What follows belongs to an exercise in optimizing a design on an open flow for small area, a short achievable clock period and few clock cycles; a production flow would make more cautious choices.
At most, simulation tests tie the RTL to the original design; equivalence was not proved.
No functional check of the RTL was part of run 2.
Power figures rest on the tool's default switching activity, not on a simulated workload.

## flow/design.v (module list and top-level ports; edited modules follow where they fit)
// module fm_fp_lzc: 11 lines
// module fm_fp_pack: 34 lines
// module fm_fp_add: 105 lines
// module fm_fp_mul: 64 lines
// module fm_booth24: 673 lines
// module fm_fp_div: 142 lines
// module fm_fp_cmp: 16 lines
// module fm_fp_wrap: 28 lines
// module fm_sine_rom: 267 lines
// module fm_sine: 38 lines
// module fm_note_rom: 26 lines
// module phase_accumulator_oscillator: 449 lines
module phase_accumulator_oscillator (
    input  wire        clk,
    input  wire        rst,
    input  wire        cmd_valid,
    output wire        cmd_ready,
    input  wire [31:0] cmd_word,
    output reg         rsp_valid,
    input  wire        rsp_ready,
    output reg  [31:0] rsp_word,
    output reg  [31:0] ch_out,
    output reg         ch_valid
);
  // ...
==> flow/run.sh <==
#!/bin/bash
# synth_recipe.tcl (not shown) runs the flow's synth.tcl, then flattens the netlist and writes it again
# the make line also repeats each setting of config.mk as NAME=value (left out here)
make -C /OpenROAD-flow-scripts/flow DESIGN_CONFIG=/design/flow/config.mk WORK_HOME=/design/flow/orfs CLKGATE_MAP_FILE= SYNTH_SCRIPT=/design/flow/synth_recipe.tcl finish
==> flow/config.mk <==
export PLATFORM = sky130hd
export DESIGN_NAME = phase_accumulator_oscillator
export DESIGN_NICKNAME = phase_accumulator_oscillator
export VERILOG_FILES = /design/flow/design.v
export SDC_FILE = /design/flow/constraint.sdc
export NUM_CORES = 8
export LEC_CHECK = 0
export CAP_MARGIN = 35
export CORE_MARGIN = 2
export CORE_UTILIZATION = 40
export SLEW_MARGIN = 35
export SYNTH_MEMORY_MAX_BITS = 65536
==> flow/constraint.sdc <==
create_clock -name core_clock -period 20.0 [get_ports {clk}]
set_input_delay 4.0000 -clock core_clock [delete_from_list [all_inputs] [get_ports {clk}]]
set_output_delay 4.0000 -clock core_clock [all_outputs]
set_load 0.01 [all_outputs]
==> impl_metrics.yaml, run 1 <==
clocking:
  cts_tree: "yes"
  root_buffer: "clkbuf_16"
  clk_pin_slew_worst_paths_ps: 60
setup_path:
  crit_family: "compound AO/OA/AOI/OAI gates"
  rr_worst_depth: 48
  crit_path_frequent_cell: "o21ai_0"
  r2r-end: "u_div1.u_r[24]"
  critPathLaunch: "prep"
cells_and_area:
  nMultiInputCombCells: 18371
  inverters: 1237
  fillers: 49032
drt:
  wl_per_cell_um: 28.36
  dr_total_vias: 191001
  drc: 0
  wirelength_um: 853400
  wl_met2_um: 359800
  ant_nets: 0
  via_per_inst: 6.347
yosys:
  post-synth-top-count-cell: "nand2_1"
  syn-cell-area_um2: 201900
  synth_xor_area_share_pct: 3.247
  async_reset_ff_share_pct: 0
  yosys-top-cells-count: "nand2_1 (2564), nor2_1 (2142), a21oi_1 (2126)"
  synth_top_area_share_pct: 20.86
worst_hold_path:
  hp-start: "u_adp.s1_sx"
  min_to: "u_adp.g3.r_sx"
power:
  combinationalPower_mw: 1.64
  pg_clk_mw: 5.74
timing:
  slew_viol_final: 0
  finalCritPeriodShare_pct: 62.36
grt:
  grtUsageMet1_pct: 43.05
  grt_pass1_vias: 176725
  gr-usage-all-layers_pct: 32.06
  grt_max_degree: 134
floorplan:
  dieWidth_um: 714.5
run_status:
  status: "no timing/DRC/antenna violations"
placed_design:
  gp_congestion: 1.066
Testbench counts, summed over its fixed seeds: cycles 53,684.
==> module fm_fp_mul, before the edit <==
module fm_fp_mul (
    input  wire        clk,
    input  wire [31:0] a,
    input  wire [31:0] b,
    output reg  [31:0] y
);
    wire a_nan  = (a[30:23] == 8'hFF) && (a[22:0] != 0);
    wire b_nan  = (b[30:23] == 8'hFF) && (b[22:0] != 0);
    wire a_inf  = (a[30:23] == 8'hFF) && (a[22:0] == 0);
    wire b_inf  = (b[30:23] == 8'hFF) && (b[22:0] == 0);
    wire a_zero = (a[30:0] == 0);
    wire b_zero = (b[30:0] == 0);
    wire sign   = a[31] ^ b[31];
    wire [23:0] ma = {a[30:23] != 0, a[22:0]};
    wire [23:0] mb = {b[30:23] != 0, b[22:0]};
    wire [4:0]  lza, lzb;
    fm_fp_lzc u_lza (.x({ma, 3'd0}), .n(lza));
    fm_fp_lzc u_lzb (.x({mb, 3'd0}), .n(lzb));
    wire [47:0] ps, pcy;
    fm_booth24 u_booth (.x(ma), .y(mb), .ps(ps), .pc(pcy));
    reg  [47:0] s1_lo, s1_hi;
    reg  [9:0]  s1_e;         
    reg  [5:0]  s1_lz;
    reg         s1_sign;
    reg  [1:0]  s1_spec;      
    always @(posedge clk) begin
        s1_lo   <= ps;
        s1_hi   <= pcy;
        s1_e    <= {2'd0, (a[30:23] == 0) ? 8'd1 : a[30:23]} +
                   {2'd0, (b[30:23] == 0) ? 8'd1 : b[30:23]};
        s1_lz   <= {1'b0, lza} + {1'b0, lzb};
        s1_sign <= sign;
        s1_spec <= (a_nan || b_nan || (a_inf && b_zero) || (b_inf && a_zero)) ? 2'd1 :
                   (a_inf || b_inf) ? 2'd2 :
                   (a_zero || b_zero) ? 2'd3 : 2'd0;
    end
    wire [47:0] p  = s1_lo + s1_hi;
    wire [47:0] pn = p << s1_lz;           
    reg  [26:0] s2_m;
    reg  [11:0] s2_e;
    reg         s2_sign;
    reg  [1:0]  s2_spec;
    always @(posedge clk) begin
        if (pn[47]) begin
            s2_m <= {pn[47:22], |pn[21:0]};
            s2_e <= {2'd0, s1_e} - 12'd126 - {6'd0, s1_lz};
        end else begin
            s2_m <= {pn[46:21], |pn[20:0]};
            s2_e <= {2'd0, s1_e} - 12'd127 - {6'd0, s1_lz};
        end
        s2_sign <= s1_sign;
        s2_spec <= s1_spec;
    end
    wire [31:0] packed_y;
    fm_fp_pack u_pack (.sign(s2_sign), .exp(s2_e), .m(s2_m), .y(packed_y));
    always @(posedge clk) begin
        case (s2_spec)
            2'd1:    y <= 32'h7FC00000;
            2'd2:    y <= {s2_sign, 8'hFF, 23'd0};
            2'd3:    y <= {s2_sign, 31'd0};
            default: y <= packed_y;
        endcase
    end
endmodule
==> module fm_fp_div, before the edit <==
module fm_fp_div (
    input  wire        clk,
    input  wire        rst,
    input  wire        start,
    input  wire [31:0] a,
    input  wire [31:0] b,
    output reg  [31:0] y
);
    wire a_nan  = (a[30:23] == 8'hFF) && (a[22:0] != 0);
    wire b_nan  = (b[30:23] == 8'hFF) && (b[22:0] != 0);
    wire a_inf  = (a[30:23] == 8'hFF) && (a[22:0] == 0);
    wire b_inf  = (b[30:23] == 8'hFF) && (b[22:0] == 0);
    wire a_zero = (a[30:0] == 0);
    wire b_zero = (b[30:0] == 0);
    wire sign   = a[31] ^ b[31];
    wire [4:0] lza, lzb;
    fm_fp_lzc u_lza (.x({a[30:23] != 0, a[22:0], 3'd0}), .n(lza));
    fm_fp_lzc u_lzb (.x({b[30:23] != 0, b[22:0], 3'd0}), .n(lzb));
    wire [23:0] ma = {a[30:23] != 0, a[22:0]} << lza;
    wire [23:0] mb = {b[30:23] != 0, b[22:0]} << lzb;
    wire [11:0] ea = ((a[30:23] == 0) ? 12'd1 : {4'd0, a[30:23]}) - {7'd0, lza};
    wire [11:0] eb = ((b[30:23] == 0) ? 12'd1 : {4'd0, b[30:23]}) - {7'd0, lzb};
    wire        a_lt = (ma < mb);
    wire [1:0]  spec = (a_nan || b_nan || (a_inf && b_inf) || (a_zero && b_zero)) ? 2'd1 :
                       (a_inf || b_zero) ? 2'd2 :
                       (a_zero || b_inf) ? 2'd3 : 2'd0;
    wire [24:0] xr = (a_lt ? {ma, 1'b0} : {1'b0, ma}) - {1'b0, mb};
    reg  [24:0] u_r;
    reg  [23:0] u_d;
    reg  [11:0] u_e;
    reg         u_s;
    reg  [1:0]  u_spec;
    always @(posedge clk) begin
        if (start) begin
            u_r    <= xr;
            u_d    <= mb;
            u_e    <= ea - eb + (a_lt ? 12'd126 : 12'd127);
            u_s    <= sign;
            u_spec <= spec;
        end
    end
    reg         busy, first;
    reg  [2:0]  cnt;
    reg  [27:0] ws, wc;
    reg  [3:0]  v;
    reg  [24:0] q, qm;
    reg  [23:0] dvs;
    reg  [11:0] e_q;
    reg         s_q;
    reg  [1:0]  spec_q;
    wire [27:0] ws_i = first ? {2'd0, u_r, 1'b0} : ws;
    wire [27:0] wc_i = first ? 28'd0 : wc;
    wire [3:0]  v_i  = first ? {1'b0, u_r[24:22]} : v;      
    wire [24:0] q_i  = first ? 25'd1 : q;
    wire [24:0] qm_i = first ? 25'd0 : qm;
    wire [23:0] d_i  = first ? u_d : dvs;
    wire [27:0] d28  = {3'd0, d_i, 1'b0};
    wire [27:0] nd28 = ~d28;
    reg  [27:0] s_n, c_n, s2, c2, sP, cP, sZ, cZ, sM, cM;
    reg  [3:0]  v_n, vP, vZ, vM;
    reg  [24:0] q_n, qm_n;
    integer k;
    always @(*) begin
        s_n = ws_i; c_n = wc_i; v_n = v_i; q_n = q_i; qm_n = qm_i;
        for (k = 0; k < 3; k = k + 1) begin
            s2 = {s_n[26:0], 1'b0};
            c2 = {c_n[26:0], 1'b0};
            sP = s2 ^ {c2[27:1], 1'b1} ^ nd28;
            cP = {((s2 & {c2[27:1], 1'b1}) | (s2 & nd28) | ({c2[27:1], 1'b1} & nd28)), 1'b0};
            sZ = s2 ^ c2;
            cZ = {(s2 & c2), 1'b0};
            sM = s2 ^ c2 ^ d28;
            cM = {((s2 & c2) | (s2 & d28) | (c2 & d28)), 1'b0};
            vP = sP[26:23] + cP[26:23];
            vZ = sZ[26:23] + cZ[26:23];
            vM = sM[26:23] + cM[26:23];
            if (!v_n[3]) begin                         
                s_n = sP; c_n = cP; v_n = vP;
                qm_n = {q_n[23:0], 1'b0};  q_n = {q_n[23:0], 1'b1};
            end else if (v_n == 4'hF) begin            
                s_n = sZ; c_n = cZ; v_n = vZ;
                q_n = {q_n[23:0], 1'b0};   qm_n = {qm_n[23:0], 1'b1};
            end else begin                             
                s_n = sM; c_n = cM; v_n = vM;
                q_n = {qm_n[23:0], 1'b1};  qm_n = {qm_n[23:0], 1'b0};
            end
        end
    end
    reg  [24:0] f_q;
    reg         f_st, f_s, f_go;
    reg  [11:0] f_e;
    reg  [1:0]  f_spec;
    wire [27:0] dd28  = {3'd0, dvs, 1'b0};
    wire [27:0] w_fin = ws + wc;
    wire [27:0] w_cor = ws + wc + dd28;          
    wire [31:0] packed_y;
    fm_fp_pack u_pack (.sign(f_s), .exp(f_e), .m({f_q, f_st, 1'b0}), .y(packed_y));
    always @(posedge clk) begin
        if (rst) begin
            busy  <= 1'b0;
            first <= 1'b0;
            cnt   <= 3'd0;
            f_go  <= 1'b0;
        end else begin
            first <= start;
            f_go  <= busy && (cnt == 3'd0);
            if (first) begin
                busy <= 1'b1;
                cnt  <= 3'd7;
            end else if (busy) begin
                if (cnt != 3'd0) cnt <= cnt - 3'd1;
                else busy <= 1'b0;
            end
        end
    end
    always @(posedge clk) begin
        if (first || (busy && cnt != 3'd0)) begin
            ws <= s_n; wc <= c_n; v <= v_n; q <= q_n; qm <= qm_n;
        end
        if (first) begin
            dvs    <= u_d;
            e_q    <= u_e;
            s_q    <= u_s;
            spec_q <= u_spec;
        end
        if (busy && cnt == 3'd0) begin
            f_q    <= w_fin[27] ? qm : q;
            f_st   <= w_fin[27] ? (w_cor != 28'd0) : (w_fin != 28'd0);
            f_e    <= e_q;
            f_s    <= s_q;
            f_spec <= spec_q;
        end
        if (f_go) begin
            case (f_spec)
                2'd1:    y <= 32'h7FC00000;
                2'd2:    y <= {f_s, 8'hFF, 23'd0};
                2'd3:    y <= {f_s, 31'd0};
                default: y <= packed_y;
            endcase
        end
    end
endmodule
==> module phase_accumulator_oscillator, before the edit <==
module phase_accumulator_oscillator (
    input  wire        clk,
    input  wire        rst,
    input  wire        cmd_valid,
    output wire        cmd_ready,
    input  wire [31:0] cmd_word,
    output reg         rsp_valid,
    input  wire        rsp_ready,
    output reg  [31:0] rsp_word,
    output reg  [31:0] ch_out,
    output reg         ch_valid
);
    localparam [2:0] STG_ATTACK  = 3'd0;
    localparam [2:0] STG_DECAY   = 3'd1;
    localparam [2:0] STG_SUSTAIN = 3'd2;
    localparam [2:0] STG_RELEASE = 3'd3;
    localparam [2:0] STG_IDLE    = 3'd4;
    localparam [1:0] RC_OK      = 2'd0;
    localparam [1:0] RC_ILLEGAL = 2'd1;
    localparam [1:0] RC_BADRATE = 2'd2;
    localparam [1:0] RC_NORATE  = 2'd3;
    localparam [31:0] F_ZERO = 32'h00000000;
    localparam [31:0] F_ONE  = 32'h3F800000;
    localparam [31:0] T_MIN  = 32'h35800000;    
    localparam integer O_D1   = 0;     
    localparam integer O_F3   = 0;     
    localparam integer O_E3   = 1;     
    localparam integer O_D2   = 3;     
    localparam integer O_MPHW = 3;     
    localparam integer O_MODS = 4;     
    localparam integer O_LVLW = 4;     
    localparam integer O_C1   = 6;     
    localparam integer O_DIV  = 9;     
    localparam integer O_LVLC = 12;    
    localparam integer O_O1A  = 18;    
    localparam integer O_C3   = 20;    
    localparam integer O_O1B  = 21;    
    localparam integer O_O1H  = 21;    
    localparam integer O_CPHW = 23;    
    localparam integer O_ACC  = 24;    
    localparam integer O_CARS = 24;    
    localparam integer O_ACCH = 27;    
    localparam integer O_G    = 30;    
    localparam integer O_END  = 33;    
    localparam integer NQ     = 5;     
    reg         q0_v, q1_v;
    reg  [31:0] q0_w, q1_w;
    reg         cmd_ready_r;
    assign cmd_ready = cmd_ready_r;
    reg  [3:0]  wcnt;                  
    reg  [3:0]  h_opc;
    reg         h_rsv0, h_low0;
    reg  [7:0]  h_note;
    reg  [31:0] w1, w2, w3, w4, w5, w6, w7;
    wire        bank_full = wcnt[3];
    wire        h_render  = (h_opc == 4'd5) && h_rsv0 && h_low0;
    reg  [31:0] cph1, cph2, mph1, mph2, lvl1, lvl2, nfreq1, nfreq2;
    reg  [2:0]  stg1, stg2;
    reg         nv1, nv2;
    reg  [6:0]  note1, note2;
    reg  [31:0] sr;
    reg         srv, nf;
    reg  [31:0] fm1, fm2, minc1, minc2, dlt_a, dlt_d, dlt_r;
    reg         fmv1, fmv2, dva, dvd, dvr;
    reg  [31:0] mod1, mod2, car1, car2, lvlc1, lvlc2, o1h, acch;
    reg  [O_END:0] s;                  
    reg  [O_G:0]   rr;                 
    reg         f0_a1, f0_a2;          
    reg         f1_a1, f1_a2;          
    reg         f2_a1, f2_a2;          
    reg         f3_a1, f3_a2;          
    reg  [2:0]  spc;                   
    reg  [31:0] e_p1   [0:NQ-1];       
    reg  [1:0]  e_code [0:NQ-1];
    reg         e_isr  [0:NQ-1];
    reg         e_nf   [0:NQ-1];
    reg         e_srv  [0:NQ-1];
    reg  [2:0]  ap, cp, hp;            
    reg  [2:0]  qcnt;                  
    reg  [2:0]  ifl;                   
    reg  [2:0]  rcnt;                  
    reg         cdel;                  
    reg         phase;                 
    reg         prep;
    reg  [4:0]  pc;
    reg         prep_fm, pn1, pn2;
    reg  [1:0]  px1, px2;              
    function [2:0] inc5(input [2:0] x);
        inc5 = (x == 3'd4) ? 3'd0 : x + 3'd1;
    endfunction
    wire [3:0] opc = h_opc;
    wire illegal = (opc == 4'd0) || (opc > 4'd5) || !h_rsv0 ||
                   (((opc == 4'd1) || (opc == 4'd2) || (opc == 4'd5)) && !h_low0);
    wire is_reset = !illegal && (opc == 4'd1);
    wire is_rate  = !illegal && (opc == 4'd2);
    wire is_non   = !illegal && (opc == 4'd3);
    wire is_noff  = !illegal && (opc == 4'd4);
    wire is_rnd   = !illegal && (opc == 4'd5);
    wire render_ok = is_rnd && srv;
    wire [6:0] nnum = h_note[6:0];
    wire act1 = (stg1 != STG_IDLE);
    wire act2 = (stg2 != STG_IDLE);
    wire env1 = (stg1 == STG_ATTACK) || (stg1 == STG_DECAY) || (stg1 == STG_RELEASE);
    wire env2 = (stg2 == STG_ATTACK) || (stg2 == STG_DECAY) || (stg2 == STG_RELEASE);
    wire [1:0] x1 = (stg1 == STG_ATTACK) ? 2'd0 : (stg1 == STG_DECAY) ? 2'd1 : 2'd2;
    wire [1:0] x2 = (stg2 == STG_ATTACK) ? 2'd0 : (stg2 == STG_DECAY) ? 2'd1 : 2'd2;
    wire dv1 = (x1 == 2'd0) ? dva : (x1 == 2'd1) ? dvd : dvr;
    wire dv2 = (x2 == 2'd0) ? dva : (x2 == 2'd1) ? dvd : dvr;
    wire nd1 = act1 && env1 && !dv1;
    wire nd2 = act2 && env2 && !dv2;
    wire nfm = (act1 && !fmv1) || (act2 && !fmv2);
    wire needprep = nfm || nd1 || nd2;
    wire drained  = (ifl == 3'd0);
    wire credit   = (qcnt < NQ);
    wire slot_ok  = bank_full && (spc == 3'd0) && credit && !prep;
    wire clash    = rr[8] | rr[11] | rr[13] | rr[14] | (|rr[22:16]) |
                    rr[25] | rr[26] | rr[28] | rr[29];
    wire issue    = slot_ok &&
                    ((is_reset || is_rate) ? drained :
                     render_ok ? (!needprep && !clash) : 1'b1);
    wire prep_clash = (|rr[12:0]) | rr[16] | rr[17] | (|rr[21:19]) | rr[28] | rr[29];
    wire prep_go  = slot_ok && render_ok && needprep && !prep_clash;
    wire match1 = nv1 && (note1 == nnum);
    wire match2 = nv2 && (note2 == nnum);
    wire free1  = (stg1 == STG_IDLE);
    wire free2  = (stg2 == STG_IDLE);
    wire sel2   = !(free1 || match1) && (free2 || match2);
    wire [31:0] note_freq;
    fm_note_rom u_note_rom (.addr(nnum), .data(note_freq));
    wire rate_ok = !w1[31] && (w1[30:0] != 31'd0) &&
                   !((w1[30:23] == 8'hFF) && (w1[22:0] != 23'd0));
    wire pop = q0_v && (!bank_full || issue);
    wire [3:0] widx = bank_full ? 4'd0 : wcnt;      
    wire [31:0] key = (widx == 4'd2) ? w2 : (widx == 4'd4) ? w4 :
                      (widx == 4'd5) ? w5 : w7;
    wire key_ne = (q0_w != key);
    always @(posedge clk) begin
        if (rst) begin
            q0_v <= 1'b0;
            q1_v <= 1'b0;
            cmd_ready_r <= 1'b1;
        end else begin : qblk
            reg n0_v, n1_v;
            reg [31:0] n0_w, n1_w;
            n0_v = q0_v; n0_w = q0_w; n1_v = q1_v; n1_w = q1_w;
            if (pop) begin
                n0_v = q1_v; n0_w = q1_w; n1_v = 1'b0;
            end
            if (cmd_valid && cmd_ready_r) begin
                if (!n0_v) begin n0_v = 1'b1; n0_w = cmd_word; end
                else begin n1_v = 1'b1; n1_w = cmd_word; end
            end
            q0_v <= n0_v; q0_w <= n0_w; q1_v <= n1_v; q1_w <= n1_w;
            cmd_ready_r <= !n1_v;
        end
    end
    reg  [31:0] mul_a, mul_b, ade_a, ade_b, adp_a, adp_b, d1_a, d1_b, d2_a, d2_b, sin_p;
    reg         d1_go, d2_go;
    wire [31:0] mul_y, ade_y, adp_y, d1_y, d2_y, sin_y, wrap_y;
    fm_fp_mul u_mul (.clk(clk), .a(mul_a), .b(mul_b), .y(mul_y));
    fm_fp_add #(.LAT(3)) u_ade (.clk(clk), .a(ade_a), .b(ade_b), .y(ade_y));
    fm_fp_add #(.LAT(3)) u_adp (.clk(clk), .a(adp_a), .b(adp_b), .y(adp_y));
    fm_fp_div u_div1 (.clk(clk), .rst(rst), .start(d1_go), .a(d1_a), .b(d1_b), .y(d1_y));
    fm_fp_div u_div2 (.clk(clk), .rst(rst), .start(d2_go), .a(d2_a), .b(d2_b), .y(d2_y));
    fm_sine   u_sine (.clk(clk), .p(sin_p), .y(sin_y));
    fm_fp_wrap u_wrap (.p(adp_y), .y(wrap_y));
    wire r_d1a = rr[O_D1];
    wire r_d1b = rr[O_D1+1];
    wire r_f3a = rr[O_F3];
    wire r_f3b = rr[O_F3+1];
    wire r_e3a = rr[O_E3];
    wire r_e3b = rr[O_E3+1];
    wire r_d2a = rr[O_D2];
    wire r_d2b = rr[O_D2+1];
    wire r_mwa = rr[O_MPHW] && f0_a1;
    wire r_mwb = rr[O_MPHW+1] && f0_a2;
    wire r_msa = rr[O_MODS];
    wire r_msb = rr[O_MODS+1];
    wire r_lwa = rr[O_LVLW] && f0_a1;
    wire r_lwb = rr[O_LVLW+1] && f0_a2;
    wire r_c1a = rr[O_C1];
    wire r_c1b = rr[O_C1+1];
    wire r_dva = rr[O_DIV];
    wire r_dvb = rr[O_DIV+1];
    wire r_lca = rr[O_LVLC];
    wire r_lcb = rr[O_LVLC+1];
    wire r_o1a = rr[O_O1A];
    wire r_o1b = rr[O_O1B];
    wire r_o1h = rr[O_O1H];
    wire r_c3a = rr[O_C3];
    wire r_c3b = rr[O_C3+1];
    wire r_acc = rr[O_ACC];
    wire r_cwa = rr[O_CPHW] && f2_a1;
    wire r_cwb = rr[O_CPHW+1] && f3_a2;
    wire r_csa = rr[O_CARS];
    wire r_csb = rr[O_CARS+1];
    wire r_ach = rr[O_ACCH];
    wire r_g = rr[O_G];
    wire [31:0] t1 = (px1 == 2'd0) ? w4 : (px1 == 2'd1) ? w5 : w7;
    wire [31:0] t2 = (px2 == 2'd0) ? w4 : (px2 == 2'd1) ? w5 : w7;
    wire t1_gt = !t1[31] && (t1[30:0] > T_MIN[30:0]) && !((t1[30:23] == 8'hFF) && (t1[22:0] != 23'd0));
    wire t2_gt = !t2[31] && (t2[30:0] > T_MIN[30:0]) && !((t2[30:23] == 8'hFF) && (t2[22:0] != 23'd0));
    wire p_m0 = prep && (pc == 5'd0);
    wire p_m1 = prep && (pc == 5'd1);
    wire p_m8 = prep && (pc == 5'd8);
    wire p_m9 = prep && (pc == 5'd9);
    wire p_3  = prep && (pc == 5'd3);
    wire p_4  = prep && (pc == 5'd4);
    wire p_11 = prep && (pc == 5'd11);
    wire p_12 = prep && (pc == 5'd12);
    wire p_14 = prep && (pc == 5'd14);
    wire p_15 = prep && (pc == 5'd15);
    wire p_22 = prep && (pc == 5'd22);
    wire p_23 = prep && (pc == 5'd23);
    wire [31:0] dlt1 = (stg1 == STG_ATTACK) ? dlt_a : (stg1 == STG_DECAY) ? {~dlt_d[31], dlt_d[30:0]} :
                       {~dlt_r[31], dlt_r[30:0]};
    wire [31:0] dlt2 = (stg2 == STG_ATTACK) ? dlt_a : (stg2 == STG_DECAY) ? {~dlt_d[31], dlt_d[30:0]} :
                       {~dlt_r[31], dlt_r[30:0]};
    wire [2:0]  gidx = cp;
    always @(*) begin
        mul_a = mod1; mul_b = w3;
        if (r_d1b)       begin mul_a = mod2;  mul_b = w3; end
        else if (r_d2a)  begin mul_a = mul_y; mul_b = nfreq1; end
        else if (r_d2b)  begin mul_a = mul_y; mul_b = nfreq2; end
        else if (r_o1a)  begin mul_a = car1;  mul_b = lvlc1; end
        else if (r_o1b)  begin mul_a = car2;  mul_b = lvlc2; end
        else if (r_g)    begin mul_a = acch;  mul_b = e_p1[gidx]; end
        else if (p_m0)   begin mul_a = nfreq1; mul_b = w2; end
        else if (p_m1)   begin mul_a = nfreq2; mul_b = w2; end
        else if (p_m8)   begin mul_a = t1_gt ? t1 : T_MIN; mul_b = sr; end
        else if (p_m9)   begin mul_a = t2_gt ? t2 : T_MIN; mul_b = sr; end
        ade_a = lvl1; ade_b = dlt1;
        if (r_e3b)       begin ade_a = lvl2; ade_b = dlt2; end
        else if (r_c1a)  begin ade_a = fm1;  ade_b = mul_y; end
        else if (r_c1b)  begin ade_a = fm2;  ade_b = mul_y; end
        else if (r_acc)  begin ade_a = o1h;  ade_b = f3_a2 ? mul_y : F_ZERO; end
        adp_a = mph1; adp_b = minc1;
        if (r_f3b)       begin adp_a = mph2; adp_b = minc2; end
        else if (r_c3a)  begin adp_a = cph1; adp_b = d1_y; end
        else if (r_c3b)  begin adp_a = cph2; adp_b = d2_y; end
        d1_go = r_dva || p_3 || p_11;
        d2_go = r_dvb || p_4 || p_12;
        d1_a = ade_y; d1_b = sr;
        d2_a = ade_y; d2_b = sr;
        if (p_3)  begin d1_a = mul_y; d1_b = sr; end
        if (p_11) begin d1_a = F_ONE; d1_b = mul_y; end
        if (p_4)  begin d2_a = mul_y; d2_b = sr; end
        if (p_12) begin d2_a = F_ONE; d2_b = mul_y; end
        sin_p = mph1;
        if (r_msb)       sin_p = mph2;
        else if (r_csa)  sin_p = cph1;
        else if (r_csb)  sin_p = cph2;
    end
    wire        l_nan    = (ade_y[30:23] == 8'hFF) && (ade_y[22:0] != 23'd0);
    wire        l_ge_one = !ade_y[31] && (ade_y[30:0] >= F_ONE[30:0]) && !l_nan;
    wire        l_le_zero = !l_nan && (ade_y[31] || (ade_y[30:0] == 31'd0));
    wire        ls_lt, ls_eq, ls_un;
    fm_fp_cmp u_cmp_ls (.a(ade_y), .b(w6), .lt(ls_lt), .eq(ls_eq), .unord(ls_un));
    wire        l_le_sus = !ls_un && (ls_lt || ls_eq);
    function [34:0] env_next(input [2:0] st, input [31:0] l, input ge1, input lesus,
                             input lez, input [31:0] sus);
        case (st)
            STG_ATTACK:  env_next = ge1   ? {STG_DECAY,   F_ONE}  : {STG_ATTACK,  l};
            STG_DECAY:   env_next = lesus ? {STG_SUSTAIN, sus}    : {STG_DECAY,   l};
            STG_SUSTAIN: env_next = {STG_SUSTAIN, sus};
            default:     env_next = lez   ? {STG_IDLE,    F_ZERO} : {STG_RELEASE, l};
        endcase
    endfunction
    wire [34:0] env1_n = env_next(stg1, ade_y, l_ge_one, l_le_sus, l_le_zero, w6);
    wire [34:0] env2_n = env_next(stg2, ade_y, l_ge_one, l_le_sus, l_le_zero, w6);
    wire        s_finite = (mul_y[30:23] != 8'hFF);
    integer i;
    always @(posedge clk) begin
        if (rst) begin
            wcnt  <= 4'd0;
            cph1 <= F_ZERO; cph2 <= F_ZERO; mph1 <= F_ZERO; mph2 <= F_ZERO;
            lvl1 <= F_ZERO; lvl2 <= F_ZERO; nfreq1 <= F_ZERO; nfreq2 <= F_ZERO;
            stg1 <= STG_IDLE; stg2 <= STG_IDLE;
            nv1 <= 1'b0; nv2 <= 1'b0; note1 <= 7'd0; note2 <= 7'd0;
            sr <= F_ZERO; srv <= 1'b0; nf <= 1'b0;
            fmv1 <= 1'b0; fmv2 <= 1'b0; dva <= 1'b0; dvd <= 1'b0; dvr <= 1'b0;
            mod1 <= F_ZERO; mod2 <= F_ZERO; car1 <= F_ZERO; car2 <= F_ZERO;
            s <= {(O_END+1){1'b0}};
            rr <= {(O_G+1){1'b0}};
            spc <= 3'd0;
            ap <= 3'd0; cp <= 3'd0; hp <= 3'd0; qcnt <= 3'd0; phase <= 1'b0;
            ifl <= 3'd0; rcnt <= 3'd0; cdel <= 1'b0;
            rsp_valid <= 1'b0;
            prep <= 1'b0; pc <= 5'd0;
            ch_out <= F_ZERO; ch_valid <= 1'b0;
        end else begin
            ch_valid <= 1'b0;
            if (pop) begin
                case (widx)
                    4'd0: begin
                        h_opc  <= q0_w[31:28];
                        h_rsv0 <= (q0_w[27:24] == 4'd0);
                        h_low0 <= (q0_w[23:0] == 24'd0);
                        h_note <= q0_w[7:0];
                    end
                    4'd1: w1 <= q0_w;
                    default: ;
                endcase
                if (h_render && widx != 4'd0) begin
                    case (widx)
                        4'd2: begin w2 <= q0_w; if (key_ne) begin fmv1 <= 1'b0; fmv2 <= 1'b0; end end
                        4'd3: w3 <= q0_w;
                        4'd4: begin w4 <= q0_w; if (key_ne) dva <= 1'b0; end
                        4'd5: begin w5 <= q0_w; if (key_ne) dvd <= 1'b0; end
                        4'd6: w6 <= q0_w;
                        4'd7: begin w7 <= q0_w; if (key_ne) dvr <= 1'b0; end
                        default: ;
                    endcase
                end
                wcnt <= widx + 4'd1;
            end else if (issue) begin
                wcnt <= 4'd0;
            end
            s <= {s[O_END-1:0], issue};
            rr <= {rr[O_G-1:0], issue && render_ok};
            if (issue) begin
                f0_a1 <= act1;
                f0_a2 <= act2;
                spc   <= 3'd7;
            end else if (spc != 3'd0) begin
                spc <= spc - 3'd1;
            end
            if (s[7])  begin f1_a1 <= f0_a1; f1_a2 <= f0_a2; end
            if (s[15]) begin f2_a1 <= f1_a1; f2_a2 <= f1_a2; end
            if (s[23]) begin f3_a1 <= f2_a1; f3_a2 <= f2_a2; end
            if (issue) begin
                e_p1[ap]   <= render_ok ? w1 : F_ZERO;
                e_isr[ap]  <= render_ok;
                e_code[ap] <= illegal ? RC_ILLEGAL :
                              (is_rate && !rate_ok) ? RC_BADRATE :
                              (is_rnd && !srv) ? RC_NORATE : RC_OK;
                ap <= inc5(ap);
                if (is_reset) begin
                    cph1 <= F_ZERO; cph2 <= F_ZERO; mph1 <= F_ZERO; mph2 <= F_ZERO;
                    lvl1 <= F_ZERO; lvl2 <= F_ZERO; nfreq1 <= F_ZERO; nfreq2 <= F_ZERO;
                    stg1 <= STG_IDLE; stg2 <= STG_IDLE;
                    nv1 <= 1'b0; nv2 <= 1'b0; note1 <= 7'd0; note2 <= 7'd0;
                    nf <= 1'b0;
                    mod1 <= F_ZERO; mod2 <= F_ZERO; car1 <= F_ZERO; car2 <= F_ZERO;
                    fmv1 <= 1'b0; fmv2 <= 1'b0;
                end
                if (is_rate && rate_ok) begin
                    sr  <= w1;
                    srv <= 1'b1;
                    fmv1 <= 1'b0; fmv2 <= 1'b0; dva <= 1'b0; dvd <= 1'b0; dvr <= 1'b0;
                end
                if (is_non && !h_note[7]) begin
                    if (sel2) begin
                        nv2 <= 1'b1; note2 <= nnum; nfreq2 <= note_freq; stg2 <= STG_ATTACK;
                        if (note_freq != nfreq2) fmv2 <= 1'b0;
                    end else begin
                        nv1 <= 1'b1; note1 <= nnum; nfreq1 <= note_freq; stg1 <= STG_ATTACK;
                        if (note_freq != nfreq1) fmv1 <= 1'b0;
                    end
                end
                if (is_noff && !h_note[7]) begin
                    if (match1 && !free1) stg1 <= STG_RELEASE;
                    if (match2 && !free2) stg2 <= STG_RELEASE;
                end
            end
            if (prep_go) begin
                prep    <= 1'b1;
                prep_fm <= nfm;
                pc      <= nfm ? 5'd0 : 5'd8;
                pn1     <= act1 && env1;
                pn2     <= act2 && env2;
                px1     <= x1;
                px2     <= x2;
            end else if (prep) begin
                pc <= pc + 5'd1;
                if (pc == 5'd23 || (pc == 5'd15 && !pn1 && !pn2)) prep <= 1'b0;
            end
            if (p_3 && prep_fm)  fm1 <= mul_y;
            if (p_4 && prep_fm)  fm2 <= mul_y;
            if (p_14 && prep_fm) minc1 <= d1_y;
            if (p_15 && prep_fm) begin minc2 <= d2_y; fmv1 <= 1'b1; fmv2 <= 1'b1; end
            if (p_22 && pn1) begin
                case (px1)
                    2'd0: begin dlt_a <= d1_y; dva <= 1'b1; end
                    2'd1: begin dlt_d <= d1_y; dvd <= 1'b1; end
                    default: begin dlt_r <= d1_y; dvr <= 1'b1; end
                endcase
            end
            if (p_23 && pn2) begin
                case (px2)
                    2'd0: begin dlt_a <= d2_y; dva <= 1'b1; end
                    2'd1: begin dlt_d <= d2_y; dvd <= 1'b1; end
                    default: begin dlt_r <= d2_y; dvr <= 1'b1; end
                endcase
            end
            if (r_mwa) mph1 <= wrap_y;
            if (r_mwb) mph2 <= wrap_y;
            if (rr[O_MODS+1]) mod1 <= sin_y;
            if (rr[O_MODS+2]) mod2 <= sin_y;
            if (r_lwa) begin stg1 <= env1_n[34:32]; lvl1 <= env1_n[31:0]; end
            if (r_lwb) begin stg2 <= env2_n[34:32]; lvl2 <= env2_n[31:0]; end
            if (r_lca) lvlc1 <= lvl1;
            if (r_lcb) lvlc2 <= lvl2;
            if (r_o1h) o1h <= !f2_a1 ? F_ZERO :
                              (mul_y == 32'h80000000) ? F_ZERO : mul_y;
            if (r_cwa) cph1 <= wrap_y;
            if (r_cwb) cph2 <= wrap_y;
            if (rr[O_CARS+1]) car1 <= sin_y;
            if (rr[O_CARS+2]) car2 <= sin_y;
            if (r_ach) acch <= ade_y;
            if (s[O_END]) begin
                if (e_isr[cp]) begin
                    if (s_finite) begin
                        e_p1[cp] <= mul_y;
                        ch_out   <= mul_y;
                        e_nf[cp] <= nf;
                    end else begin
                        e_p1[cp] <= F_ZERO;
                        ch_out   <= F_ZERO;
                        nf       <= 1'b1;
                        e_nf[cp] <= 1'b1;
                    end
                    ch_valid <= 1'b1;
                end else begin
                    e_nf[cp] <= nf;
                end
                e_srv[cp] <= srv;
                cp <= inc5(cp);
            end
            begin : rsp
                reg       tk, ph_n;
                reg [2:0] hp_n, rc_n;
                tk   = rsp_valid && rsp_ready;
                ph_n = tk ? !phase : phase;
                hp_n = (tk && phase) ? inc5(hp) : hp;
                rc_n = rcnt + {2'd0, cdel} - {2'd0, tk && phase};
                phase <= ph_n;
                hp    <= hp_n;
                rcnt  <= rc_n;
                rsp_valid <= (rc_n != 3'd0);
                rsp_word  <= ph_n ? e_p1[hp_n] :
                             {26'd0, e_nf[hp_n], e_srv[hp_n], 2'b00, e_code[hp_n]};
                qcnt <= qcnt + {2'd0, issue} - {2'd0, tk && phase};
            end
            cdel <= s[O_END];
            ifl  <= ifl + {2'd0, issue} - {2'd0, s[O_END]};
        end
    end
endmodule
==> inputs of run 2 (changes only) <==
--- a/flow/design.v
+++ b/flow/design.v
@@ -190,13 +190,15 @@
     reg  [11:0] s2_e;
     reg         s2_sign;
     reg  [1:0]  s2_spec;
+    wire [11:0] e_hi = {2'd0, s1_e} - 12'd126 - {6'd0, s1_lz};
+    wire [11:0] e_lo = {2'd0, s1_e} - 12'd127 - {6'd0, s1_lz};
     always @(posedge clk) begin
         if (pn[47]) begin
             s2_m <= {pn[47:22], |pn[21:0]};
-            s2_e <= {2'd0, s1_e} - 12'd126 - {6'd0, s1_lz};
+            s2_e <= e_hi;
         end else begin
             s2_m <= {pn[46:21], |pn[20:0]};
-            s2_e <= {2'd0, s1_e} - 12'd127 - {6'd0, s1_lz};
+            s2_e <= e_lo;
         end
         s2_sign <= s1_sign;
         s2_spec <= s1_spec;
@@ -903,27 +905,40 @@
     wire [4:0] lza, lzb;
     fm_fp_lzc u_lza (.x({a[30:23] != 0, a[22:0], 3'd0}), .n(lza));
     fm_fp_lzc u_lzb (.x({b[30:23] != 0, b[22:0], 3'd0}), .n(lzb));
-    wire [23:0] ma = {a[30:23] != 0, a[22:0]} << lza;
-    wire [23:0] mb = {b[30:23] != 0, b[22:0]} << lzb;
-    wire [11:0] ea = ((a[30:23] == 0) ? 12'd1 : {4'd0, a[30:23]}) - {7'd0, lza};
-    wire [11:0] eb = ((b[30:23] == 0) ? 12'd1 : {4'd0, b[30:23]}) - {7'd0, lzb};
-    wire        a_lt = (ma < mb);
     wire [1:0]  spec = (a_nan || b_nan || (a_inf && b_inf) || (a_zero && b_zero)) ? 2'd1 :
                        (a_inf || b_zero) ? 2'd2 :
                        (a_zero || b_inf) ? 2'd3 : 2'd0;
-    wire [24:0] xr = (a_lt ? {ma, 1'b0} : {1'b0, ma}) - {1'b0, mb};
-    reg  [24:0] u_r;
-    reg  [23:0] u_d;
+    reg  [23:0] n_ma, n_mb;
+    reg  [11:0] n_e;
+    reg         n_s;
+    reg  [1:0]  n_spec;
+    always @(posedge clk) begin
+        if (start) begin
+            n_ma   <= {a[30:23] != 0, a[22:0]} << lza;
+            n_mb   <= {b[30:23] != 0, b[22:0]} << lzb;
+            n_e    <= (((a[30:23] == 0) ? 12'd1 : {4'd0, a[30:23]}) - {7'd0, lza}) -
+                      (((b[30:23] == 0) ? 12'd1 : {4'd0, b[30:23]}) - {7'd0, lzb});
+            n_s    <= sign;
+            n_spec <= spec;
+        end
+    end
+    reg         go2;
+    wire        a_lt = (n_ma < n_mb);
+    reg  [24:0] u_x;
+    reg  [3:0]  u_v;
+    wire [24:0] xx  = a_lt ? {n_ma, 1'b0} : {1'b0, n_ma};
+    wire [27:0] wsx = {2'd0, xx, 1'b1};
+    wire [27:0] wcx = ~{3'd0, n_mb, 1'b0};
     reg  [11:0] u_e;
     reg         u_s;
     reg  [1:0]  u_spec;
     always @(posedge clk) begin
-        if (start) begin
-            u_r    <= xr;
-            u_d    <= mb;
-            u_e    <= ea - eb + (a_lt ? 12'd126 : 12'd127);
-            u_s    <= sign;
-            u_spec <= spec;
+        if (go2) begin
+            u_x    <= xx;
+            u_v    <= wsx[26:23] + wcx[26:23];
+            u_e    <= n_e + (a_lt ? 12'd126 : 12'd127);
+            u_s    <= n_s;
+            u_spec <= n_spec;
         end
     end
     reg         busy, first;
@@ -935,12 +950,14 @@
     reg  [11:0] e_q;
     reg         s_q;
     reg  [1:0]  spec_q;
-    wire [27:0] ws_i = first ? {2'd0, u_r, 1'b0} : ws;
-    wire [27:0] wc_i = first ? 28'd0 : wc;
-    wire [3:0]  v_i  = first ? {1'b0, u_r[24:22]} : v;      
+    wire [27:0] ws_f = {2'd0, u_x, 1'b1};
+    wire [27:0] wc_f = ~{3'd0, n_mb, 1'b0};    
+    wire [27:0] ws_i = first ? ws_f : ws;
+    wire [27:0] wc_i = first ? wc_f : wc;
+    wire [3:0]  v_i  = first ? u_v : v;
     wire [24:0] q_i  = first ? 25'd1 : q;
     wire [24:0] qm_i = first ? 25'd0 : qm;
-    wire [23:0] d_i  = first ? u_d : dvs;
+    wire [23:0] d_i  = first ? n_mb : dvs;
     wire [27:0] d28  = {3'd0, d_i, 1'b0};
     wire [27:0] nd28 = ~d28;
     reg  [27:0] s_n, c_n, s2, c2, sP, cP, sZ, cZ, sM, cM;
@@ -985,11 +1002,13 @@
     always @(posedge clk) begin
         if (rst) begin
             busy  <= 1'b0;
+            go2   <= 1'b0;
             first <= 1'b0;
             cnt   <= 3'd0;
             f_go  <= 1'b0;
         end else begin
-            first <= start;
+            go2   <= start;
+            first <= go2;
             f_go  <= busy && (cnt == 3'd0);
             if (first) begin
                 busy <= 1'b1;
@@ -1005,7 +1024,7 @@
             ws <= s_n; wc <= c_n; v <= v_n; q <= q_n; qm <= qm_n;
         end
         if (first) begin
-            dvs    <= u_d;
+            dvs    <= n_mb;
             e_q    <= u_e;
             s_q    <= u_s;
             spec_q <= u_spec;
@@ -1428,24 +1447,24 @@
     localparam [31:0] T_MIN  = 32'h35800000;    
     localparam integer O_D1   = 0;     
     localparam integer O_F3   = 0;     
-    localparam integer O_E3   = 1;     
     localparam integer O_D2   = 3;     
     localparam integer O_MPHW = 3;     
+    localparam integer O_E3   = 2;     
     localparam integer O_MODS = 4;     
-    localparam integer O_LVLW = 4;     
+    localparam integer O_LVLW = 5;     
     localparam integer O_C1   = 6;     
     localparam integer O_DIV  = 9;     
-    localparam integer O_LVLC = 12;    
-    localparam integer O_O1A  = 18;    
-    localparam integer O_C3   = 20;    
-    localparam integer O_O1B  = 21;    
-    localparam integer O_O1H  = 21;    
-    localparam integer O_CPHW = 23;    
-    localparam integer O_ACC  = 24;    
-    localparam integer O_CARS = 24;    
-    localparam integer O_ACCH = 27;    
-    localparam integer O_G    = 30;    
-    localparam integer O_END  = 33;    
+    localparam integer O_LVLC = 13;    
+    localparam integer O_C3   = 21;    
+    localparam integer O_O1A  = 21;    
+    localparam integer O_O1B  = 22;    
+    localparam integer O_O1H  = 24;    
+    localparam integer O_CPHW = 24;    
+    localparam integer O_ACC  = 25;    
+    localparam integer O_CARS = 25;    
+    localparam integer O_ACCH = 28;    
+    localparam integer O_G    = 31;    
+    localparam integer O_END  = 34;    
     localparam integer NQ     = 5;     
     reg         q0_v, q1_v;
     reg  [31:0] q0_w, q1_w;
@@ -1467,6 +1486,9 @@
     reg  [31:0] fm1, fm2, minc1, minc2, dlt_a, dlt_d, dlt_r;
     reg         fmv1, fmv2, dva, dvd, dvr;
     reg  [31:0] mod1, mod2, car1, car2, lvlc1, lvlc2, o1h, acch;
+    reg  [31:0] sus;                   
+    reg  [31:0] pm_a, pm_b;            
+    reg  [31:0] gl;                    
     reg  [O_END:0] s;                  
     reg  [O_G:0]   rr;                 
     reg         f0_a1, f0_a2;          
@@ -1517,12 +1539,11 @@
     wire drained  = (ifl == 3'd0);
     wire credit   = (qcnt < NQ);
     wire slot_ok  = bank_full && (spc == 3'd0) && credit && !prep;
-    wire clash    = rr[8] | rr[11] | rr[13] | rr[14] | (|rr[22:16]) |
-                    rr[25] | rr[26] | rr[28] | rr[29];
+    wire clash    = rr[8] | rr[9] | (|rr[22:16]) | rr[26] | rr[27] | rr[29] | rr[30];
     wire issue    = slot_ok &&
                     ((is_reset || is_rate) ? drained :
                      render_ok ? (!needprep && !clash) : 1'b1);
-    wire prep_clash = (|rr[12:0]) | rr[16] | rr[17] | (|rr[21:19]) | rr[28] | rr[29];
+    wire prep_clash = (|rr[13:0]) | (|rr[22:19]) | rr[29] | rr[30];
     wire prep_go  = slot_ok && render_ok && needprep && !prep_clash;
     wire match1 = nv1 && (note1 == nnum);
     wire match2 = nv2 && (note2 == nnum);
@@ -1594,12 +1615,14 @@
     wire r_c3a = rr[O_C3];
     wire r_c3b = rr[O_C3+1];
     wire r_acc = rr[O_ACC];
-    wire r_cwa = rr[O_CPHW] && f2_a1;
+    wire r_cwa = rr[O_CPHW] && f3_a1;
     wire r_cwb = rr[O_CPHW+1] && f3_a2;
     wire r_csa = rr[O_CARS];
     wire r_csb = rr[O_CARS+1];
     wire r_ach = rr[O_ACCH];
     wire r_g = rr[O_G];
+    wire [31:0] t0 = (x1 == 2'd0) ? w4 : (x1 == 2'd1) ? w5 : w7;
+    wire t0_gt = !t0[31] && (t0[30:0] > T_MIN[30:0]) && !((t0[30:23] == 8'hFF) && (t0[22:0] != 23'd0));
     wire [31:0] t1 = (px1 == 2'd0) ? w4 : (px1 == 2'd1) ? w5 : w7;
     wire [31:0] t2 = (px2 == 2'd0) ? w4 : (px2 == 2'd1) ? w5 : w7;
     wire t1_gt = !t1[31] && (t1[30:0] > T_MIN[30:0]) && !((t1[30:23] == 8'hFF) && (t1[22:0] != 23'd0));
@@ -1612,54 +1635,87 @@
     wire p_4  = prep && (pc == 5'd4);
     wire p_11 = prep && (pc == 5'd11);
     wire p_12 = prep && (pc == 5'd12);
-    wire p_14 = prep && (pc == 5'd14);
     wire p_15 = prep && (pc == 5'd15);
-    wire p_22 = prep && (pc == 5'd22);
+    wire p_16 = prep && (pc == 5'd16);
     wire p_23 = prep && (pc == 5'd23);
+    wire p_24 = prep && (pc == 5'd24);
     wire [31:0] dlt1 = (stg1 == STG_ATTACK) ? dlt_a : (stg1 == STG_DECAY) ? {~dlt_d[31], dlt_d[30:0]} :
                        {~dlt_r[31], dlt_r[30:0]};
     wire [31:0] dlt2 = (stg2 == STG_ATTACK) ? dlt_a : (stg2 == STG_DECAY) ? {~dlt_d[31], dlt_d[30:0]} :
                        {~dlt_r[31], dlt_r[30:0]};
-    wire [2:0]  gidx = cp;
+    reg  [2:0]  msel, esel;
+    reg  [1:0]  psel, ssel, dsel1, dsel2;
+    wire        iss_r = issue && render_ok;
+    always @(posedge clk) begin
+        msel <= iss_r                  ? 3'd0 :
+                rr[O_D1]               ? 3'd1 :
+                rr[O_D2-1]             ? 3'd2 :
+                rr[O_D2]               ? 3'd3 :
+                rr[O_O1A-1]            ? 3'd4 :
+                rr[O_O1B-1]            ? 3'd5 :
+                rr[O_G-1]              ? 3'd6 : 3'd7;
+        esel <= rr[O_E3-1]             ? 3'd0 :
+                rr[O_E3]               ? 3'd1 :
+                rr[O_C1-1]             ? 3'd2 :
+                rr[O_C1]               ? 3'd3 : 3'd4;
+        psel <= iss_r                  ? 2'd0 :
+                rr[O_F3]               ? 2'd1 :
+                rr[O_C3-1]             ? 2'd2 : 2'd3;
+        ssel <= rr[O_MODS-1]           ? 2'd0 :
+                rr[O_MODS]             ? 2'd1 :
+                rr[O_CARS-1]           ? 2'd2 : 2'd3;
+        dsel1 <= (prep && pc == 5'd2)  ? 2'd1 : (prep && pc == 5'd10) ? 2'd2 : 2'd0;
+        dsel2 <= (prep && pc == 5'd3)  ? 2'd1 : (prep && pc == 5'd11) ? 2'd2 : 2'd0;
+        if (rr[O_G-1]) gl <= e_p1[cp];
+    end
     always @(*) begin
-        mul_a = mod1; mul_b = w3;
-        if (r_d1b)       begin mul_a = mod2;  mul_b = w3; end
-        else if (r_d2a)  begin mul_a = mul_y; mul_b = nfreq1; end
-        else if (r_d2b)  begin mul_a = mul_y; mul_b = nfreq2; end
-        else if (r_o1a)  begin mul_a = car1;  mul_b = lvlc1; end
-        else if (r_o1b)  begin mul_a = car2;  mul_b = lvlc2; end
-        else if (r_g)    begin mul_a = acch;  mul_b = e_p1[gidx]; end
-        else if (p_m0)   begin mul_a = nfreq1; mul_b = w2; end
-        else if (p_m1)   begin mul_a = nfreq2; mul_b = w2; end
-        else if (p_m8)   begin mul_a = t1_gt ? t1 : T_MIN; mul_b = sr; end
-        else if (p_m9)   begin mul_a = t2_gt ? t2 : T_MIN; mul_b = sr; end
-        ade_a = lvl1; ade_b = dlt1;
-        if (r_e3b)       begin ade_a = lvl2; ade_b = dlt2; end
-        else if (r_c1a)  begin ade_a = fm1;  ade_b = mul_y; end
-        else if (r_c1b)  begin ade_a = fm2;  ade_b = mul_y; end
-        else if (r_acc)  begin ade_a = o1h;  ade_b = f3_a2 ? mul_y : F_ZERO; end
-        adp_a = mph1; adp_b = minc1;
-        if (r_f3b)       begin adp_a = mph2; adp_b = minc2; end
-        else if (r_c3a)  begin adp_a = cph1; adp_b = d1_y; end
-        else if (r_c3b)  begin adp_a = cph2; adp_b = d2_y; end
+        case (msel)
+            3'd0:    begin mul_a = mod1;  mul_b = w3; end
+            3'd1:    begin mul_a = mod2;  mul_b = w3; end
+            3'd2:    begin mul_a = mul_y; mul_b = nfreq1; end
+            3'd3:    begin mul_a = mul_y; mul_b = nfreq2; end
+            3'd4:    begin mul_a = car1;  mul_b = lvlc1; end
+            3'd5:    begin mul_a = car2;  mul_b = lvlc2; end
+            3'd6:    begin mul_a = acch;  mul_b = gl; end
+            default: begin mul_a = pm_a;  mul_b = pm_b; end
+        endcase
+        case (esel)
+            3'd0:    begin ade_a = lvl1; ade_b = dlt1; end
+            3'd1:    begin ade_a = lvl2; ade_b = dlt2; end
+            3'd2:    begin ade_a = fm1;  ade_b = mul_y; end
+            3'd3:    begin ade_a = fm2;  ade_b = mul_y; end
+            default: begin ade_a = o1h;  ade_b = f3_a2 ? mul_y : F_ZERO; end
+        endcase
+        case (psel)
+            2'd0:    begin adp_a = mph1; adp_b = minc1; end
+            2'd1:    begin adp_a = mph2; adp_b = minc2; end
+            2'd2:    begin adp_a = cph1; adp_b = d1_y; end
+            default: begin adp_a = cph2; adp_b = d2_y; end
+        endcase
         d1_go = r_dva || p_3 || p_11;
         d2_go = r_dvb || p_4 || p_12;
-        d1_a = ade_y; d1_b = sr;
-        d2_a = ade_y; d2_b = sr;
-        if (p_3)  begin d1_a = mul_y; d1_b = sr; end
-        if (p_11) begin d1_a = F_ONE; d1_b = mul_y; end
-        if (p_4)  begin d2_a = mul_y; d2_b = sr; end
-        if (p_12) begin d2_a = F_ONE; d2_b = mul_y; end
-        sin_p = mph1;
-        if (r_msb)       sin_p = mph2;
-        else if (r_csa)  sin_p = cph1;
-        else if (r_csb)  sin_p = cph2;
+        case (dsel1)
+            2'd1:    begin d1_a = mul_y; d1_b = sr; end
+            2'd2:    begin d1_a = F_ONE; d1_b = mul_y; end
+            default: begin d1_a = ade_y; d1_b = sr; end
+        endcase
+        case (dsel2)
+            2'd1:    begin d2_a = mul_y; d2_b = sr; end
+            2'd2:    begin d2_a = F_ONE; d2_b = mul_y; end
+            default: begin d2_a = ade_y; d2_b = sr; end
+        endcase
+        case (ssel)
+            2'd0:    sin_p = mph1;
+            2'd1:    sin_p = mph2;
+            2'd2:    sin_p = cph1;
+            default: sin_p = cph2;
+        endcase
     end
     wire        l_nan    = (ade_y[30:23] == 8'hFF) && (ade_y[22:0] != 23'd0);
     wire        l_ge_one = !ade_y[31] && (ade_y[30:0] >= F_ONE[30:0]) && !l_nan;
     wire        l_le_zero = !l_nan && (ade_y[31] || (ade_y[30:0] == 31'd0));
     wire        ls_lt, ls_eq, ls_un;
-    fm_fp_cmp u_cmp_ls (.a(ade_y), .b(w6), .lt(ls_lt), .eq(ls_eq), .unord(ls_un));
+    fm_fp_cmp u_cmp_ls (.a(ade_y), .b(sus), .lt(ls_lt), .eq(ls_eq), .unord(ls_un));
     wire        l_le_sus = !ls_un && (ls_lt || ls_eq);
     function [34:0] env_next(input [2:0] st, input [31:0] l, input ge1, input lesus,
                              input lez, input [31:0] sus);
@@ -1670,8 +1726,8 @@
             default:     env_next = lez   ? {STG_IDLE,    F_ZERO} : {STG_RELEASE, l};
         endcase
     endfunction
-    wire [34:0] env1_n = env_next(stg1, ade_y, l_ge_one, l_le_sus, l_le_zero, w6);
-    wire [34:0] env2_n = env_next(stg2, ade_y, l_ge_one, l_le_sus, l_le_zero, w6);
+    wire [34:0] env1_n = env_next(stg1, ade_y, l_ge_one, l_le_sus, l_le_zero, sus);
+    wire [34:0] env2_n = env_next(stg2, ade_y, l_ge_one, l_le_sus, l_le_zero, sus);
     wire        s_finite = (mul_y[30:23] != 8'hFF);
     integer i;
     always @(posedge clk) begin
@@ -1734,6 +1790,7 @@
             if (s[23]) begin f3_a1 <= f2_a1; f3_a2 <= f2_a2; end
             if (issue) begin
                 e_p1[ap]   <= render_ok ? w1 : F_ZERO;
+                sus        <= w6;
                 e_isr[ap]  <= render_ok;
                 e_code[ap] <= illegal ? RC_ILLEGAL :
                               (is_rate && !rate_ok) ? RC_BADRATE :
@@ -1756,10 +1813,10 @@
                 if (is_non && !h_note[7]) begin
                     if (sel2) begin
                         nv2 <= 1'b1; note2 <= nnum; nfreq2 <= note_freq; stg2 <= STG_ATTACK;
-                        if (note_freq != nfreq2) fmv2 <= 1'b0;
+                        fmv2 <= 1'b0;
                     end else begin
                         nv1 <= 1'b1; note1 <= nnum; nfreq1 <= note_freq; stg1 <= STG_ATTACK;
-                        if (note_freq != nfreq1) fmv1 <= 1'b0;
+                        fmv1 <= 1'b0;
                     end
                 end
                 if (is_noff && !h_note[7]) begin
@@ -1768,6 +1825,17 @@
                 end
             end
             if (prep_go) begin
+                pm_a <= nfm ? nfreq1 : (t0_gt ? t0 : T_MIN);
+                pm_b <= nfm ? w2 : sr;
+            end else if (prep && pc == 5'd0) begin
+                pm_a <= nfreq2;
+            end else if (prep && pc == 5'd7) begin
+                pm_a <= t1_gt ? t1 : T_MIN;
+                pm_b <= sr;
+            end else if (prep && pc == 5'd8) begin
+                pm_a <= t2_gt ? t2 : T_MIN;
+            end
+            if (prep_go) begin
                 prep    <= 1'b1;
                 prep_fm <= nfm;
                 pc      <= nfm ? 5'd0 : 5'd8;
@@ -1777,20 +1845,20 @@
                 px2     <= x2;
             end else if (prep) begin
                 pc <= pc + 5'd1;
-                if (pc == 5'd23 || (pc == 5'd15 && !pn1 && !pn2)) prep <= 1'b0;
+                if (pc == 5'd24 || (pc == 5'd16 && !pn1 && !pn2)) prep <= 1'b0;
             end
             if (p_3 && prep_fm)  fm1 <= mul_y;
             if (p_4 && prep_fm)  fm2 <= mul_y;
-            if (p_14 && prep_fm) minc1 <= d1_y;
-            if (p_15 && prep_fm) begin minc2 <= d2_y; fmv1 <= 1'b1; fmv2 <= 1'b1; end
-            if (p_22 && pn1) begin
+            if (p_15 && prep_fm) minc1 <= d1_y;
+            if (p_16 && prep_fm) begin minc2 <= d2_y; fmv1 <= 1'b1; fmv2 <= 1'b1; end
+            if (p_23 && pn1) begin
                 case (px1)
                     2'd0: begin dlt_a <= d1_y; dva <= 1'b1; end
                     2'd1: begin dlt_d <= d1_y; dvd <= 1'b1; end
                     default: begin dlt_r <= d1_y; dvr <= 1'b1; end
                 endcase
             end
-            if (p_23 && pn2) begin
+            if (p_24 && pn2) begin
                 case (px2)
                     2'd0: begin dlt_a <= d2_y; dva <= 1'b1; end
                     2'd1: begin dlt_d <= d2_y; dvd <= 1'b1; end
@@ -1805,7 +1873,7 @@
             if (r_lwb) begin stg2 <= env2_n[34:32]; lvl2 <= env2_n[31:0]; end
             if (r_lca) lvlc1 <= lvl1;
             if (r_lcb) lvlc2 <= lvl2;
-            if (r_o1h) o1h <= !f2_a1 ? F_ZERO :
+            if (r_o1h) o1h <= !f3_a1 ? F_ZERO :
                               (mul_y == 32'h80000000) ? F_ZERO : mul_y;
             if (r_cwa) cph1 <= wrap_y;
             if (r_cwb) cph2 <= wrap_y;
--- a/flow/config.mk
+++ b/flow/config.mk
@@ -7,6 +7,6 @@
 export LEC_CHECK = 0
 export CAP_MARGIN = 35
 export CORE_MARGIN = 2
-export CORE_UTILIZATION = 40
+export CORE_UTILIZATION = 60
 export SLEW_MARGIN = 35
 export SYNTH_MEMORY_MAX_BITS = 65536
==> run 2 against run 1 <==
  * Largest power group unchanged
  * Clock skew down 32 ps
  * Global-route usage up 12 points
  * Register-to-register slack better by 3600 ps
  * First-iteration DRC count up 12%
  * Highest routed layer unchanged
  * Sequential cell count up 232
  * Combinational power down about 80%
  * Still clean on timing, DRC and antenna
  * Critical endpoint is now u_ade.s1_mz[0]
  * Routed wire length down 3.9%
  * Non-clock buffer count down 70
  * Utilization up 21 points
  * Cell count down 7.9%
  * Setup slack better by 3600 ps
  * Fmax up 40%
==> impl_metrics.yaml, run 2 <==
cells_and_area:
  final_common_cell: "nand2_1"
  reg_top3: "e_p1 (160), u_mul.s1_lo (48), u_mul.s1_hi (47)"
  fin_area_um2: 227200
  fillers: 29070
  top_register: "e_p1"
  layout.nets: 24299
  largest_reg_flops: 160
  drive_above_1_share_pct: 9.951
  layout_common_cells: "nand2_1 (2296), o21ai_0 (2068), nor2_1 (1767)"
  syn_to_final_growth_pct: 7.870
setup_path:
  endpoint: "u_ade.s1_mz[0]"
  critPathLaunch: "stg1[2]"
  r2r-end: "u_ade.s1_mz[0]"
  cp-start-kind: "flop"
  crit_family: "simple AND/OR/NAND/NOR gates"
  r2r-start: "stg1[2]"
  crit_path_frequent_cell: "buf_4"
  max_stage_delay_ps: 600
  crit_slowest_cell: "buf_4"
  path_class: "reg -> reg"
  worstPathMaxFanout: 65
  worstPathArrival_ps: 9730
  rr_worst_depth: 28
  ff2ff_setup_slack_ps: 11100
  crit_required_ps: 20830
  cp_num_cells: 28
  worstSetupEndpointType: "flop"
  cp_num_buf_inv: 7
yosys:
  synth.distinct_cells: 119
  ys_ff_latch: 2744
  yosysTopAreaCell: "edfxtp_1"
  synthCells: 23724
  syn-cell-area_um2: 210600
  synth_edf_count: 1618
  seq_area_frac_synth_pct: 33.77
  yosys-top-cells-count: "nand2_1 (2308), o21ai_0 (2088), nor2_1 (1799)"
  synth_ff_type: "edfxtp_1"
  async_reset_ff_share_pct: 0
  syn_nets: 25241
  post-synth-top-count-cell: "nand2_1"
  synth_top_area_share_pct: 23.07
  syn-mean-instance-area_um2: 8.877
  synth.area.top_cells: "edfxtp_1 (23%), dfxtp_1 (11%), fa_1 (5.4%)"
  yosysWarnings: 10
timing:
  hold_violations: 0
  worst_pin_slew_ps: 1196
  slew_headroom_pct: 19.76
  fmax_ghz: 0.1124
  finalSetupViolations: 0
  finalSetupTns_ps: 0
  period_needed_ps: 8896
  finalCritPeriodShare_pct: 44.48
  skew_ps: 83.23
  slew_viol_final: 0
  rsz0062_at_grt: "no"
placed_design:
  place_area_um2: 215800
  numPortBuffers: 102
  gp_congestion: 1.083
  place_hpwl_um: 585400
grt:
  gr-usage-all-layers_pct: 44.55
  grt_max_degree: 140
  grt_pass1_wl_um: 1195000
  antenna_found_initial: 90
  grt-ovfl-total: 0
  grt_pass1_vias: 179015
flow_run:
  maxCapViolCount: 0
drt:
  ant_nets: 0
  met1_length_um: 304500
  wl_per_cell_um: 29.60
  wl_met2_um: 343100
  via_per_inst: 7.042
  drt_iter0_drc: 29585
  wl_met3_um: 107300
  drc: 0
  wirelength_um: 820500
  first_pass_iters: 10
  dr_total_vias: 195216
  top_layer: "met5"
clocking:
  cts_made_buffers: 307
  root_buffer: "clkbuf_16"
  ctsResizeCount: 0
  clk_pin_slew_worst_paths_ps: 70
  clkSinkCount: 2744
  clockBufferDepth: 4
  cts_tree: "yes"
  htree_levels: 5
  postCtsHoldBufs: 0
  clk_latency_ps: 990
  cts_setup_buffers: 0
floorplan:
  core_area_um2: 349400
  die_area_um2: 355800
  dieWidth_um: 596.5
  io_pins: 103
  rows: 217
  initial_core_util_pct: 60.27
  die_h_um: 596.5
worst_hold_path:
  hold_path_class: "reg -> reg"
power:
  irDropWorstVdd_v: 0.00007979
  p_leak_nw: 85.19
  powerDensity_nw_per_um2: 54.61
run_status:
  status: "no timing/DRC/antenna violations"
## run 2: cell types whose count changed after synthesis, moves of 81 or more
cell and change:
xnor2_1 -83, nand3_1 +103, nor2_1 -343, edfxtp_1 +215, mux2i_1 -81, o21ai_0 +224, mux4_2 +173, nand2_1 -256
a22oi_1 +82, a21oi_1 -423, mux2_2 +200
## run 2: cell families (layout without fill, tap and decap cells)
kind of cell,Yosys count,count (layout),share of synthesized area [%]
other,0,81,0
flip-flops,2744,2744,33.77
AO/OA/AOI/OAI,7023,7023,21.03
buffers and inverters,3146,2464,5.662
XOR/XNOR,657,657,2.756
adder cells (fa/ha/maj),1496,1496,10.91
AND/OR/NAND/NOR,6811,6811,14.76
multiplexers,1847,1847,11.11
## run 2: area by class of cell
class | count | area [µm²] | share of cell area (%)
multi-input combinational | 17834 | 129100 | 56.84
tap | 4599 | 5754 | 2.533
timing repair buffer | 633 | 5335 | 2.348
clock buffer | 379 | 8563 | 3.769
clock inverter | 190 | 2237 | 0.9848
sequential | 2744 | 71200 | 31.34
inverter | 1262 | 4753 | 2.092
antenna | 81 | 202.7 | 0.08922
## run 2: worst min path at each step
stage                            from       endpoint  depth (start not counted)
final                     u_adp.s1_sx  u_adp.g3.r_sx                          0
after global routing      u_adp.s1_sx  u_adp.g3.r_sx                          0
after CTS                 u_adp.s1_sx  u_adp.g3.r_sx                          0
after detailed placement  u_adp.s1_sx  u_adp.g3.r_sx                          0
after global placement    u_adp.s1_sx  u_adp.g3.r_sx                          0
after floorplan           u_ade.s1_sx  u_ade.g3.r_sx                          0
## run 2: report_power, final
group / internal [mW] / leakage, nW / switching, mW
Sequential: 5.96 / 23.8 / 0.0243
Clock: 3.50 / 5.23 / 2.60
Combinational: 0.102 / 56.1 / 0.219
## run 2: metrics by stage
step	hold WS (ps)	worst slack (ps)	utilization (%)	cells	power (mW)
floorplan	309.6	9740	-	23724	6.290
global placement	312.3	10990	61.64	27055	6.404
detailed placement	315.8	11050	61.77	27066	6.411
CTS	329.4	11030	64.86	27635	12.39
global route	346.1	10630	64.97	27655	12.63
finish	325.5	11100	65.01	27722	12.41
## run 2: routing by layer
metal	GRT usage (%)	vias to the layer above
met5	0.06761	-
met4	29.00	56
met3	13.42	3012
met2	64.69	13272
met1	57.66	93447
li1	-	85429

## port drivers added, routing unchanged
In the flow no input, the clock included, has a driving cell. The finished layouts below were timed again as built, in two steps.
Step 1: set_driving_cell puts a clkbuf_16 on clk and a buf_2 on each other input, an assumption about the parent block.
Step 2 times the ports against the registers' clock, not the clock port: input delays grow and output delays shrink by t, the midpoint of the rising clock arrivals with the driver on.
Slacks: ideal / step 1 / step 2; pairs: ideal / step 1.
| run | t, ns | setup slack, ns | worst setup path after step 2 |
|---|---|---|---|
| run 1 | 1.099 | 7.527 / 7.527 / 7.527 | register to register |
| run 2 | 1.079 | 11.104 / 11.104 / 11.104 | register to register |
After both steps setup and hold are still met in every run listed.
